Background: an optimization exercise with open tools, aiming at small area. Do not read the settings as production practice. Function was checked by simulation only, so behaviour that the tests miss may differ from the original. The clock port is modelled as an ideal driver; clocking choices that lean on that would not hold on a real chip.

==> v6 <==
==> flow/design.v <==
module gbn_sender (
    input  wire         clk,
    input  wire         rst,
    input  wire         start,
    output wire         src_next,
    input  wire         src_rsp,
    input  wire         src_exh,
    input  wire         src_last,
    input  wire [7:0]   src_len,
    input  wire [239:0] src_data,
    output wire         src_seek,
    output wire [11:0]  src_seek_idx,
    output wire         tx_valid,
    output wire [263:0] tx_frame,
    input  wire         tx_ready,
    input  wire         tx_err,
    output wire         rx_req,
    input  wire         rx_rsp,
    input  wire         rx_err,
    input  wire         rx_timeout,
    input  wire         rx_short,
    input  wire [23:0]  rx_hdr,
    output wire         ev_valid,
    output wire         ev_kind,
    output wire [2:0]   ev_seq,
    output wire         done,
    output wire         fault,
    output wire [3:0]   cause
);
    localparam [4:0] S_IDLE  = 5'b0_0000,
                     S_TOP   = 5'b0_0001,   
                     S_RWD   = 5'b0_0010,   
                     S_RSND  = 5'b0_0011,   
                     S_REQN  = 5'b0_0100,   
                     S_REQO  = 5'b0_0101,   
                     S_WAIT  = 5'b0_0110,   
                     S_EV    = 5'b0_0111,   
                     S_TXN   = 5'b0_1000,   
                     S_TXO   = 5'b0_1001,   
                     S_RSY   = 5'b0_1010,   
                     S_DONE  = 5'b0_1011,
                     S_SKT   = 5'b0_1100;   
    localparam [4:0] F_SHORT    = 5'b1_0001, F_FIELD     = 5'b1_0010,
                     F_SRC_ZERO = 5'b1_0011, F_CH_SEND   = 5'b1_0100,
                     F_CH_RECV  = 5'b1_0101, F_UNDERFLOW = 5'b1_0110,
                     F_OVERFLOW = 5'b1_0111, F_SRC_PROTO = 5'b1_1000;
    reg  [4:0]   state;
    reg  [2:0]   ns;          
    reg  [2:0]   outs;        
    reg  [11:0]  sent;        
    reg  [2:0]   k;           
    reg          do_nothing, resend, send_eot, src_done;
    reg  [239:0] pay;
    reg  [4:0]   len;
    wire outs_zero = (outs == 3'd0);
    wire in_tx = (state == S_TXN) || (state == S_TXO);
    assign src_next     = (state == S_REQN) || (state == S_REQO);
    assign src_seek     = (state == S_RSND) || (state == S_SKT);
    assign src_seek_idx = sent;
    assign tx_valid     = in_tx;
    wire [2:0] tx_seq   = ns;
    assign tx_frame     = {pay, 3'd0, len, 5'd0, tx_seq, 6'd0, send_eot, 1'b1};
    assign rx_req       = (state == S_WAIT);
    assign ev_valid     = (state == S_EV);
    assign ev_kind      = send_eot;
    assign ev_seq       = k;
    assign done         = (state == S_DONE);
    assign fault        = state[4];
    assign cause        = state[3:0] & {4{state[4]}};
    wire load_d = src_next;
    wire hold   = in_tx;
    genvar g;
    generate
        for (g = 0; g < 30; g = g + 1) begin : g_pay
            wire m = load_d && ((g == 0) || (src_len[4:0] > g));
            always @(posedge clk)
                pay[8*g +: 8] <= (src_data[8*g +: 8] & {8{m}}) | (pay[8*g +: 8] & {8{hold}});
        end
    endgenerate
    always @(posedge clk)
        len <= (src_len[4:0] & {5{load_d}}) | (len & {5{hold}});
    wire [2:0] rx_seq  = rx_hdr[10:8];
    wire rx_illegal = (rx_hdr[7:2] != 6'd0) || (rx_hdr[15:11] != 5'd0) ||
                      (rx_hdr[23:16] > 8'd30);
    wire [1:0] rx_kind = rx_hdr[1:0];
    wire [2:0] left    = ns + ~k;             
    wire found         = (left < outs);
    wire late          = src_done && (outs < 3'd6) && (sent[2:0] == k);
    wire acked_zero    = (sent[11:3] == 9'd0) && (sent[2:0] == outs);
    always @(posedge clk) begin
        if (rst) begin
            state      <= S_IDLE;
            ns         <= 3'd0;
            outs       <= 3'd0;
            sent       <= 12'd0;
            do_nothing <= 1'b0;
            resend     <= 1'b0;
            send_eot   <= 1'b0;
            src_done   <= 1'b0;
        end else begin
            case (state)
                S_IDLE:
                    if (start)
                        state <= S_TOP;
                S_TOP:
                    if (send_eot)
                        state <= S_TXN;
                    else if (!do_nothing && !src_done && (outs != 3'd7))
                        state <= S_REQN;
                    else if (resend) begin
                        k     <= 3'd0;
                        state <= S_RWD;
                    end else
                        state <= S_WAIT;
                S_RWD:
                    if (k != outs) begin
                        sent <= sent - 12'd1;
                        ns   <= ns - 3'd1;
                        k    <= k + 3'd1;
                    end else begin
                        k     <= 3'd0;
                        state <= S_RSND;
                    end
                S_RSND:
                    if (k != outs)
                        state <= S_REQO;
                    else begin
                        resend <= 1'b0;
                        state  <= S_WAIT;
                    end
                S_REQN, S_REQO:
                    if (src_rsp) begin
                        if (src_exh) begin
                            if (state == S_REQN) begin
                                src_done <= 1'b1;
                                state    <= S_TOP;
                            end else
                                state    <= F_SRC_PROTO;
                        end else if (src_len == 8'd0)
                            state <= F_SRC_ZERO;
                        else if (src_len > 8'd30)
                            state <= F_SRC_PROTO;
                        else if ((state == S_REQN) && (sent == 12'hFFF))
                            state <= F_OVERFLOW;
                        else if (state == S_REQN) begin
                            src_done <= src_last;
                            state    <= S_TXN;
                        end else
                            state    <= S_TXO;
                    end
                S_TXN, S_TXO:
                    if (tx_ready) begin
                        if (tx_err)
                            state <= F_CH_SEND;
                        else if (send_eot)
                            state <= S_WAIT;
                        else begin
                            sent <= sent + 12'd1;
                            if (state == S_TXN) begin
                                outs  <= outs + 3'd1;
                                ns    <= ns + 3'd1;
                                state <= S_TOP;
                            end else begin
                                ns    <= ns + 3'd1;
                                k     <= k + 3'd1;
                                state <= S_RSND;
                            end
                        end
                    end
                S_WAIT:
                    if (rx_rsp) begin
                        k <= rx_seq;
                        if (rx_err)
                            state <= F_CH_RECV;
                        else if (rx_timeout) begin
                            if (!send_eot) begin
                                if (!outs_zero && !do_nothing)
                                    resend <= 1'b1;
                                if (outs_zero) begin
                                    do_nothing <= 1'b0;
                                    if (src_done)
                                        send_eot <= 1'b1;
                                end
                            end
                            state <= S_TOP;
                        end else if (rx_short)
                            state <= F_SHORT;
                        else if (rx_illegal)
                            state <= F_FIELD;
                        else if (send_eot) begin
                            if (rx_kind == 2'd2)
                                state <= S_EV;
                            else if (acked_zero)
                                state <= F_UNDERFLOW;
                            else begin
                                send_eot <= 1'b0;
                                state    <= S_RSY;
                            end
                        end else if ((rx_kind == 2'd0) && !do_nothing)
                            state <= S_EV;
                        else
                            state <= S_TOP;
                    end
                S_EV:
                    if (send_eot)
                        state <= S_DONE;
                    else if (found) begin
                        outs  <= left;
                        state <= S_TOP;
                    end else if (late) begin
                        outs  <= 3'd0;
                        state <= S_TOP;
                    end else if (acked_zero)
                        state <= F_UNDERFLOW;
                    else
                        state <= S_RSY;
                S_RSY: begin
                    sent <= sent - 12'd1;
                    if (!outs_zero)
                        outs <= outs - 3'd1;
                    else
                        state <= S_SKT;
                end
                S_SKT: begin
                    ns         <= k;
                    src_done   <= 1'b0;
                    do_nothing <= 1'b1;
                    state      <= S_TOP;
                end
                default: ;
            endcase
        end
    end
endmodule
==> flow/flow/run.sh <==
#!/bin/bash
# Standard ORFS layout with three changes:
#  - after the standard synthesis, its combinational gates are re-mapped by
#    ABC for area (flow/resyn.tcl); registers keep their names and cells;
#  - the port buffers use the smallest buffer cell (every input and output
#    port still gets its own buffer);
#  - clock tree: several sink-clustering settings are tried on the placed
#    design (flow/cts_try.tcl) and the one with the least clock buffer area
#    whose clock-pin slew stays well under the limit is used, without dummy
#    loads.
set -euo pipefail
HERE=$(pwd)
R=$HERE/orfs/results/$FLOW_PLATFORM/gbn_sender/base
L=$HERE/orfs/logs/$FLOW_PLATFORM/gbn_sender/base
OPENROAD=$FLOW_HOME/../tools/install/OpenROAD/bin/openroad
[[ -x $OPENROAD ]] || OPENROAD=openroad
YOSYS=$FLOW_HOME/../tools/install/yosys/bin/yosys
[[ -x $YOSYS ]] || YOSYS=yosys

# 1. standard synthesis, then area re-mapping of its gates
bash standard.sh synth > synth_flow.log 2>&1
cp $R/1_2_yosys.v $HERE/standard_synth.v
export LIB_FILE=$FLOW_HOME/platforms/sky130hd/lib/sky130_fd_sc_hd__tt_025C_1v80.lib
export DONT_USE_CELLS="$(grep -o 'dont_use [A-Za-z0-9_]*' $L/1_2_yosys.log | awk '{print $2}' | sort -u | tr '\n' ' ')"
export RESYN_NETLIST=$HERE/standard_synth.v
export RESYN_OUT=$HERE/resyn.v
export RESYN_LOG_DIR=$HERE
export RESYN_T=60
# registers (every flip-flop cell type in the netlist) and tie cells stay as they are
export RESYN_KEEP="$(grep -o 'sky130_fd_sc_hd__[a-z0-9]*_[0-9]*' standard_synth.v | sort -u | grep -E '__(dfx|dfr|dfs|dfb|edf|sdf|dlx|dlr|conb)' | tr '\n' ' ')"
$YOSYS -c flow/resyn.tcl > resyn_yosys.log 2>&1
cp $RESYN_OUT $R/1_2_yosys.v
rm -f $R/1_synth.odb $R/1_synth.sdc

# 2. floorplan and placement, port buffers of the smallest buffer cell
export BUFFER_PORTS_ARGS="-buffer_cell sky130_fd_sc_hd__buf_1"
bash standard.sh place > place_flow.log 2>&1

# 3. pick the clock tree setting
C4=sky130_fd_sc_hd__clkbuf_4; C8=sky130_fd_sc_hd__clkbuf_8; C16=sky130_fd_sc_hd__clkbuf_16
TRIES=(
  "$C4 8 40" "$C4 8 50" "$C4 8 60" "$C4 10 40" "$C4 10 50" "$C4 10 60" "$C4 12 50" "$C4 15 60"
  "$C4 9 50" "$C4 9 55" "$C4 8 55" "$C4 10 45" "$C4 12 40" "$C4 6 60" "$C4 6 80" "$C8 18 55"
  "$C8 16 50" "$C8 16 60" "$C8 20 50" "$C8 20 60" "$C8 20 80" "$C8 25 70"
  "$C16 30 70" "$C16 30 80"
)
export TRY_ODB=$R/3_place.odb TRY_SDC=$R/3_place.sdc
: > cts_try.log
i=0
for t in "${TRIES[@]}"; do
  set -- $t
  (
    export TRY_ARGS="-sink_clustering_enable -repair_clock_nets -dont_use_dummy_load -buf_list $1 -sink_clustering_size $2 -sink_clustering_max_diameter $3"
    r=$($OPENROAD -no_init -exit flow/cts_try.tcl > cts_try_$i.log 2>&1; grep TRY_RESULT cts_try_$i.log || true)
    echo "$t $r" >> cts_try.log
  ) &
  i=$((i+1))
  if (( i % ${NUM_CORES:-4} == 0 )); then wait; fi
done
wait
BEST=$(awk '$4=="TRY_RESULT" && $6+0 < 0.110 {print $5, $1, $2, $3}' cts_try.log | sort -g | head -1)
if [[ -n "$BEST" ]]; then
  set -- $BEST
  CTS_PICK="-buf_list $2 -sink_clustering_size $3 -sink_clustering_max_diameter $4"
else
  CTS_PICK="-buf_list $C8 -sink_clustering_size 20 -sink_clustering_max_diameter 40"
fi
echo "picked: $CTS_PICK" >> cts_try.log
export CTS_ARGS="-sink_clustering_enable -repair_clock_nets -dont_use_dummy_load $CTS_PICK"

# 4. the rest of the standard flow
bash standard.sh > standard_flow.log 2>&1
==> flow/flow/cts_try.tcl <==
# Try one clock tree setting on the placed design and report the clock
# buffer area and the worst flip-flop clock-pin slew (placement parasitics).
set P $::env(FLOW_HOME)/platforms/sky130hd
read_lef $P/lef/sky130_fd_sc_hd.tlef
read_lef $P/lef/sky130_fd_sc_hd_merged.lef
read_liberty $P/lib/sky130_fd_sc_hd__tt_025C_1v80.lib
read_db $::env(TRY_ODB)
read_sdc $::env(TRY_SDC)
source $P/setRC.tcl
set_dont_use $::env(DONT_USE_CELLS)
repair_clock_inverters
eval clock_tree_synthesis $::env(TRY_ARGS)
set_propagated_clock [all_clocks]
estimate_parasitics -placement
set a 0
foreach inst [[ord::get_db_block] getInsts] {
  set m [$inst getMaster]
  if {[string match "*clkbuf*" [$m getName]]} {
    set a [expr {$a + [$m getWidth] * [$m getHeight] / 1e6}]
  }
}
set worst 0
foreach pin [get_pins -hierarchical */CLK] {
  set s [get_property $pin slew_max]
  if {$s > $worst} { set worst $s }
}
puts "TRY_RESULT $a $worst"
==> flow/flow/resyn.tcl <==
# Re-map the combinational logic of the standard synthesis netlist for area.
# The registers (and tie cells) are kept as they are, with their names and
# cell types; only the gates between them are re-optimised by ABC.
yosys -import
set lib $::env(LIB_FILE)
set netlist $::env(RESYN_NETLIST)
read_liberty -ignore_miss_func $lib
read_verilog $netlist
hierarchy -top $::env(FLOW_TOP)
# every cell with a clock pin, and the tie cells, stays a black box
set keep {}
foreach c [split $::env(RESYN_KEEP) " "] { if {$c ne ""} { lappend keep $c } }
blackbox {*}$keep
flatten
# the wires of the flattened gates must not keep public names
yosys rename -hide w:*.*
opt_clean -purge
tee -o $::env(RESYN_LOG_DIR)/resyn_stat_before.txt stat -liberty $lib
set du {}
foreach c $::env(DONT_USE_CELLS) { lappend du -dont_use $c }
abc -liberty $lib {*}$du -script "+strash;&get -n;&deepsyn -T $::env(RESYN_T);&put;&get -n;&dch -f;&nf -R 1000;&st;&dch -f;&nf -R 1000;&put"
opt_clean -purge
hilomap -hicell sky130_fd_sc_hd__conb_1 HI -locell sky130_fd_sc_hd__conb_1 LO
insbuf -buf sky130_fd_sc_hd__buf_1 A X
splitnets
opt_clean -purge
tee -o $::env(RESYN_LOG_DIR)/resyn_stat_after.txt stat -liberty $lib
write_verilog -noattr -nohex -nodec $::env(RESYN_OUT)
==> flow/standard.sh <==
#!/bin/bash
# synth_recipe.tcl (not shown) runs the flow's synth.tcl, then flattens the netlist and writes it again
# the make line also repeats each setting of config.mk as NAME=value (left out here)
make -C /OpenROAD-flow-scripts/flow DESIGN_CONFIG=/design/flow/config.mk WORK_HOME=/design/flow/orfs CLKGATE_MAP_FILE= SYNTH_SCRIPT=/design/flow/synth_recipe.tcl "${@:-finish}"
==> flow/config.mk <==
export PLATFORM = sky130hd
export DESIGN_NAME = gbn_sender
export DESIGN_NICKNAME = gbn_sender
export VERILOG_FILES = /design/flow/design.v
export SDC_FILE = /design/flow/constraint.sdc
export NUM_CORES = 4
export LEC_CHECK = 0
export CAP_MARGIN = 20
export CORE_MARGIN = 2
export CORE_UTILIZATION = 30
export PLACE_DENSITY = 0.5
export SLEW_MARGIN = 20
==> flow/constraint.sdc <==
create_clock -name core_clock -period 10.0 [get_ports {clk}]
set_input_delay 2.0000 -clock core_clock [delete_from_list [all_inputs] [get_ports {clk}]]
set_output_delay 2.0000 -clock core_clock [all_outputs]
set_load 0.01 [all_outputs]
==> inputs of v2, as changes to v6 <==
--- a/flow/design.v
+++ b/flow/design.v
@@ -191,6 +191,4 @@
                             if (rx_kind == 2'd2)
                                 state <= S_EV;
-                            else if (acked_zero)
-                                state <= F_UNDERFLOW;
                             else begin
                                 send_eot <= 1'b0;
@@ -211,15 +209,16 @@
                         outs  <= 3'd0;
                         state <= S_TOP;
-                    end else if (acked_zero)
+                    end else
+                        state <= S_RSY;
+                S_RSY:
+                    if (acked_zero)
                         state <= F_UNDERFLOW;
-                    else
-                        state <= S_RSY;
-                S_RSY: begin
-                    sent <= sent - 12'd1;
-                    if (!outs_zero)
-                        outs <= outs - 3'd1;
-                    else
-                        state <= S_SKT;
-                end
+                    else begin
+                        sent <= sent - 12'd1;
+                        if (!outs_zero)
+                            outs <= outs - 3'd1;
+                        else
+                            state <= S_SKT;
+                    end
                 S_SKT: begin
                     ns         <= k;
--- a/flow/flow/run.sh
+++ b/flow/flow/run.sh
@@ -8,5 +8,6 @@
 #    design (flow/cts_try.tcl) and the one with the least clock buffer area
 #    whose clock-pin slew stays well under the limit is used, without dummy
-#    loads.
+#    loads; if the routed slew (flow/clk_slew.tcl) is still too close to the
+#    limit, the layout is redone from the clock tree with a tighter setting.
 set -euo pipefail
 HERE=$(pwd)
@@ -26,5 +27,5 @@
 export RESYN_OUT=$HERE/resyn.v
 export RESYN_LOG_DIR=$HERE
-export RESYN_T=60
+export RESYN_T=180
 # registers (every flip-flop cell type in the netlist) and tie cells stay as they are
 export RESYN_KEEP="$(grep -o 'sky130_fd_sc_hd__[a-z0-9]*_[0-9]*' standard_synth.v | sort -u | grep -E '__(dfx|dfr|dfs|dfb|edf|sdf|dlx|dlr|conb)' | tr '\n' ' ')"
@@ -59,14 +60,22 @@
 done
 wait
-BEST=$(awk '$4=="TRY_RESULT" && $6+0 < 0.110 {print $5, $1, $2, $3}' cts_try.log | sort -g | head -1)
-if [[ -n "$BEST" ]]; then
-  set -- $BEST
-  CTS_PICK="-buf_list $2 -sink_clustering_size $3 -sink_clustering_max_diameter $4"
-else
-  CTS_PICK="-buf_list $C8 -sink_clustering_size 20 -sink_clustering_max_diameter 40"
-fi
-echo "picked: $CTS_PICK" >> cts_try.log
-export CTS_ARGS="-sink_clustering_enable -repair_clock_nets -dont_use_dummy_load $CTS_PICK"
+# candidates under the estimated-slew bound, least clock buffer area first
+awk '$4=="TRY_RESULT" && $6+0 < 0.100 {print $5, $6, $1, $2, $3}' cts_try.log | sort -g > cts_cands.log
+if [[ ! -s cts_cands.log ]]; then echo "0 0 $C8 20 40" > cts_cands.log; fi
 
-# 4. the rest of the standard flow
-bash standard.sh > standard_flow.log 2>&1
+export CHK_ODB=$R/6_final.odb CHK_SDC=$R/6_final.sdc CHK_SPEF=$R/6_final.spef
+LIMIT_EST=1
+for attempt in 1 2 3; do
+  PICK=$(awk -v lim=$LIMIT_EST '$2+0 < lim {print; exit}' cts_cands.log)
+  [[ -n "$PICK" ]] || PICK=$(sort -k2 -g cts_cands.log | head -1)
+  set -- $PICK
+  LIMIT_EST=$(awk -v s=$2 'BEGIN {print s - 0.006}')
+  export CTS_ARGS="-sink_clustering_enable -repair_clock_nets -dont_use_dummy_load -buf_list $3 -sink_clustering_size $4 -sink_clustering_max_diameter $5"
+  echo "attempt $attempt: $CTS_ARGS" >> cts_try.log
+  rm -f $R/4_* $R/5_* $R/6_* out/final.def
+  bash standard.sh > standard_flow_$attempt.log 2>&1
+  $OPENROAD -no_init -exit flow/clk_slew.tcl > clk_slew_$attempt.log 2>&1 || true
+  SLEW=$(awk '/^CLK_SLEW/ {print $2}' clk_slew_$attempt.log)
+  echo "attempt $attempt: routed clock-pin slew ${SLEW:-unknown} ps" >> cts_try.log
+  if [[ -n "$SLEW" ]] && awk -v s=$SLEW 'BEGIN {exit !(s < 110)}'; then break; fi
+done
==> flow/flow/clk_slew.tcl (new file) <==
# Worst flip-flop clock-pin slew of the finished layout, with ORFS's own
# extracted parasitics (both edges, early and late), in ps.
set P $::env(FLOW_HOME)/platforms/sky130hd
read_lef $P/lef/sky130_fd_sc_hd.tlef
read_lef $P/lef/sky130_fd_sc_hd_merged.lef
read_liberty $P/lib/sky130_fd_sc_hd__tt_025C_1v80.lib
read_db $::env(CHK_ODB)
read_sdc $::env(CHK_SDC)
read_spef $::env(CHK_SPEF)
set_propagated_clock [all_clocks]
set worst 0
foreach pin [get_pins -hierarchical */CLK] {
  foreach a {min max} {
    foreach e {rise fall} {
      set s [get_property $pin slew_${a}_$e]
      if {[string is double -strict $s] && $s > $worst} { set worst $s }
    }
  }
}
puts "CLK_SLEW [expr {$worst * 1000.0}]"
==> inputs of v38, as changes to v6 <==
--- a/flow/design.v
+++ b/flow/design.v
@@ -39,6 +39,5 @@
                      S_TXO   = 5'b0_1001,   
                      S_RSY   = 5'b0_1010,   
-                     S_DONE  = 5'b0_1011,
-                     S_SKT   = 5'b0_1100;   
+                     S_DONE  = 5'b0_1011;
     localparam [4:0] F_SHORT    = 5'b1_0001, F_FIELD     = 5'b1_0010,
                      F_SRC_ZERO = 5'b1_0011, F_CH_SEND   = 5'b1_0100,
@@ -56,8 +55,8 @@
     wire in_tx = (state == S_TXN) || (state == S_TXO);
     assign src_next     = (state == S_REQN) || (state == S_REQO);
-    assign src_seek     = (state == S_RSND) || (state == S_SKT);
+    assign src_seek     = (state == S_RSND) || ((state == S_RSY) && outs_zero);
     assign src_seek_idx = sent;
     assign tx_valid     = in_tx;
-    wire [2:0] tx_seq   = ns;
+    wire [2:0] tx_seq   = ns - (k & {3{state == S_TXO}});
     assign tx_frame     = {pay, 3'd0, len, 5'd0, tx_seq, 6'd0, send_eot, 1'b1};
     assign rx_req       = (state == S_WAIT);
@@ -73,5 +72,5 @@
     generate
         for (g = 0; g < 30; g = g + 1) begin : g_pay
-            wire m = load_d && ((g == 0) || (src_len[4:0] > g));
+            wire m = load_d && (src_len[4:0] > g);
             always @(posedge clk)
                 pay[8*g +: 8] <= (src_data[8*g +: 8] & {8{m}}) | (pay[8*g +: 8] & {8{hold}});
@@ -116,12 +115,9 @@
                     if (k != outs) begin
                         sent <= sent - 12'd1;
-                        ns   <= ns - 3'd1;
                         k    <= k + 3'd1;
-                    end else begin
-                        k     <= 3'd0;
+                    end else
                         state <= S_RSND;
-                    end
                 S_RSND:
-                    if (k != outs)
+                    if (k != 3'd0)
                         state <= S_REQO;
                     else begin
@@ -162,6 +158,5 @@
                                 state <= S_TOP;
                             end else begin
-                                ns    <= ns + 3'd1;
-                                k     <= k + 3'd1;
+                                k     <= k - 3'd1;
                                 state <= S_RSND;
                             end
@@ -195,4 +190,5 @@
                             else begin
                                 send_eot <= 1'b0;
+                                sent     <= sent - 12'd1;
                                 state    <= S_RSY;
                             end
@@ -213,19 +209,18 @@
                     end else if (acked_zero)
                         state <= F_UNDERFLOW;
-                    else
+                    else begin
+                        sent  <= sent - 12'd1;
                         state <= S_RSY;
-                S_RSY: begin
-                    sent <= sent - 12'd1;
-                    if (!outs_zero)
+                    end
+                S_RSY:
+                    if (!outs_zero) begin
+                        sent <= sent - 12'd1;
                         outs <= outs - 3'd1;
-                    else
-                        state <= S_SKT;
-                end
-                S_SKT: begin
-                    ns         <= k;
-                    src_done   <= 1'b0;
-                    do_nothing <= 1'b1;
-                    state      <= S_TOP;
-                end
+                    end else begin
+                        ns         <= k;
+                        src_done   <= 1'b0;
+                        do_nothing <= 1'b1;
+                        state      <= S_TOP;
+                    end
                 default: ;
             endcase
==> flow/flow/run.sh (replaced) <==
#!/bin/bash
# Standard ORFS layout with three changes:
#  - after the standard synthesis, its combinational gates are re-mapped by
#    ABC for area (flow/resyn.tcl); registers keep their names and cells;
#  - the port buffers use the smallest buffer cell (every input and output
#    port still gets its own buffer);
#  - clock tree settings: larger sink clusters, no dummy loads.
set -euo pipefail
HERE=$(pwd)
R=$HERE/orfs/results/$FLOW_PLATFORM/gbn_sender/base
bash standard.sh synth > synth_flow.log 2>&1
cp $R/1_2_yosys.v $HERE/standard_synth.v
export LIB_FILE=$FLOW_HOME/platforms/sky130hd/lib/sky130_fd_sc_hd__tt_025C_1v80.lib
export DONT_USE_CELLS="$(grep -o 'dont_use [A-Za-z0-9_]*' orfs/logs/$FLOW_PLATFORM/gbn_sender/base/1_2_yosys.log | awk '{print $2}' | sort -u | tr '\n' ' ')"
export RESYN_NETLIST=$HERE/standard_synth.v
export RESYN_OUT=$HERE/resyn.v
export RESYN_LOG_DIR=$HERE
# registers: every cell type in the netlist whose name marks a flip-flop, plus tie cells
export RESYN_KEEP="$(grep -o 'sky130_fd_sc_hd__[a-z0-9]*_[0-9]*' standard_synth.v | sort -u | grep -E '__(dfx|dfr|dfs|dfb|edf|sdf|dlx|dlr|conb)' | tr '\n' ' ')"
YOSYS=$FLOW_HOME/../tools/install/yosys/bin/yosys
[[ -x $YOSYS ]] || YOSYS=yosys
export RESYN_T=60
$YOSYS -c flow/resyn.tcl > resyn_yosys.log 2>&1
cp $RESYN_OUT $R/1_2_yosys.v
rm -f $R/1_synth.odb $R/1_synth.sdc
export BUFFER_PORTS_ARGS="-buffer_cell sky130_fd_sc_hd__buf_1"
export CTS_ARGS="-sink_clustering_enable -repair_clock_nets -buf_list sky130_fd_sc_hd__clkbuf_8 -sink_clustering_size 20 -sink_clustering_max_diameter 60 -dont_use_dummy_load"
bash standard.sh > standard_flow.log 2>&1
--- a/flow/flow/resyn.tcl
+++ b/flow/flow/resyn.tcl
@@ -19,5 +19,5 @@
 set du {}
 foreach c $::env(DONT_USE_CELLS) { lappend du -dont_use $c }
-abc -liberty $lib {*}$du -script "+strash;&get -n;&deepsyn -T $::env(RESYN_T);&put;&get -n;&dch -f;&nf -R 1000;&st;&dch -f;&nf -R 1000;&put"
+abc -liberty $lib {*}$du -script "+strash;&get -n;&deepsyn -T $::env(RESYN_T);&put;&get -n;&dch -f;&nf -R 1000;&put"
 opt_clean -purge
 hilomap -hicell sky130_fd_sc_hd__conb_1 HI -locell sky130_fd_sc_hd__conb_1 LO
removed: flow/flow/cts_try.tcl
==> run notes <==
# TYPE chip_impl_metric gauge
chip_impl_info{name="status",value="timing/DRC/antenna clean"} 1
chip_impl_metric{name="seqAreaFraction",unit="%"} 43.7
chip_impl_metric{name="layout.core_utilization",unit="%"} 40.2
chip_impl_metric{name="globalRouteMet1Util",unit="%"} 25.7
chip_impl_info{name="critical_path_cell_sequence",value="nand2b_1, nor3_4, buf_4, buf_1"} 1
chip_impl_info{name="worst_path_max_delay_cell",value="sky130_fd_sc_hd__buf_4"} 1
chip_impl_metric{name="largest_stage_delay_worst_path",unit="ns"} 0.82
chip_impl_metric{name="final_nets",unit=""} 1755
The numbers above come from v38.

==> run notes <==
# TYPE chip_impl_metric gauge
chip_impl_metric{name="seqAreaFraction",unit="%"} 44.5
chip_impl_metric{name="globalRouteMet1Util",unit="%"} 27.6
chip_impl_metric{name="layout.core_utilization",unit="%"} 39.8
chip_impl_metric{name="final_nets",unit=""} 1740
chip_impl_info{name="worst_path_max_delay_cell",value="sky130_fd_sc_hd__dfxtp_1"} 1
chip_impl_info{name="status",value="timing/DRC/antenna clean"} 1
The numbers above come from v2.

==> run notes <==
# TYPE chip_impl_metric gauge
chip_impl_info{name="critical_path_cell_sequence",value="buf_4, nand2b_1, or3_1, clkinv_1, buf_1"} 1
chip_impl_metric{name="largest_stage_delay_worst_path",unit="ns"} 0.69
chip_impl_metric{name="globalRouteMet1Util",unit="%"} 27.6
chip_impl_metric{name="final_nets",unit=""} 1742
chip_impl_info{name="status",value="timing/DRC/antenna clean"} 1
chip_impl_metric{name="seqAreaFraction",unit="%"} 44.7
chip_impl_info{name="worst_path_max_delay_cell",value="sky130_fd_sc_hd__clkinv_1"} 1
The numbers above come from v6.

what the ideal ports hide:
The flow's constraints put no driver on any port. The routed layouts listed below were extracted and timed again, unchanged, in two steps.
Step 1 (the two cells are an assumption about what drives the block):
set clk [get_ports {clk}]
set_driving_cell -lib_cell sky130_fd_sc_hd__clkbuf_16 $clk
set_driving_cell -lib_cell sky130_fd_sc_hd__buf_2 [delete_from_list [all_inputs] $clk]
Step 2 adds t to the input delays and takes it off the output delays; t is the mean of the earliest and latest rising clock arrival at the registers after step 1. Input paths then give back, and output paths get back, about the clock's delay inside the block.
a / b / c = ideal ports / drivers / drivers and shift; a / b = the first two.
run	shift t [ns]	setup slack, ns	hold slack, ns	worst setup path after step 2	latest minus earliest clock arrival (ns)
v6	0.658	5.361 / 5.317 / 5.569	0.444 / 0.444 / 0.444	input to register	0.076 / 0.075
v2	0.668	5.065 / 5.019 / 5.068	0.444 / 0.444 / 0.444	input to register	0.068 / 0.068
v38	0.612	5.009 / 4.964 / 4.967	0.440 / 0.440 / 0.440	input to register	0.084 / 0.084
After both steps setup and hold are still met in every run listed. The setup slack of v38, which loses most, moves by -0.045 ns with the drivers and by -0.042 ns with both steps.
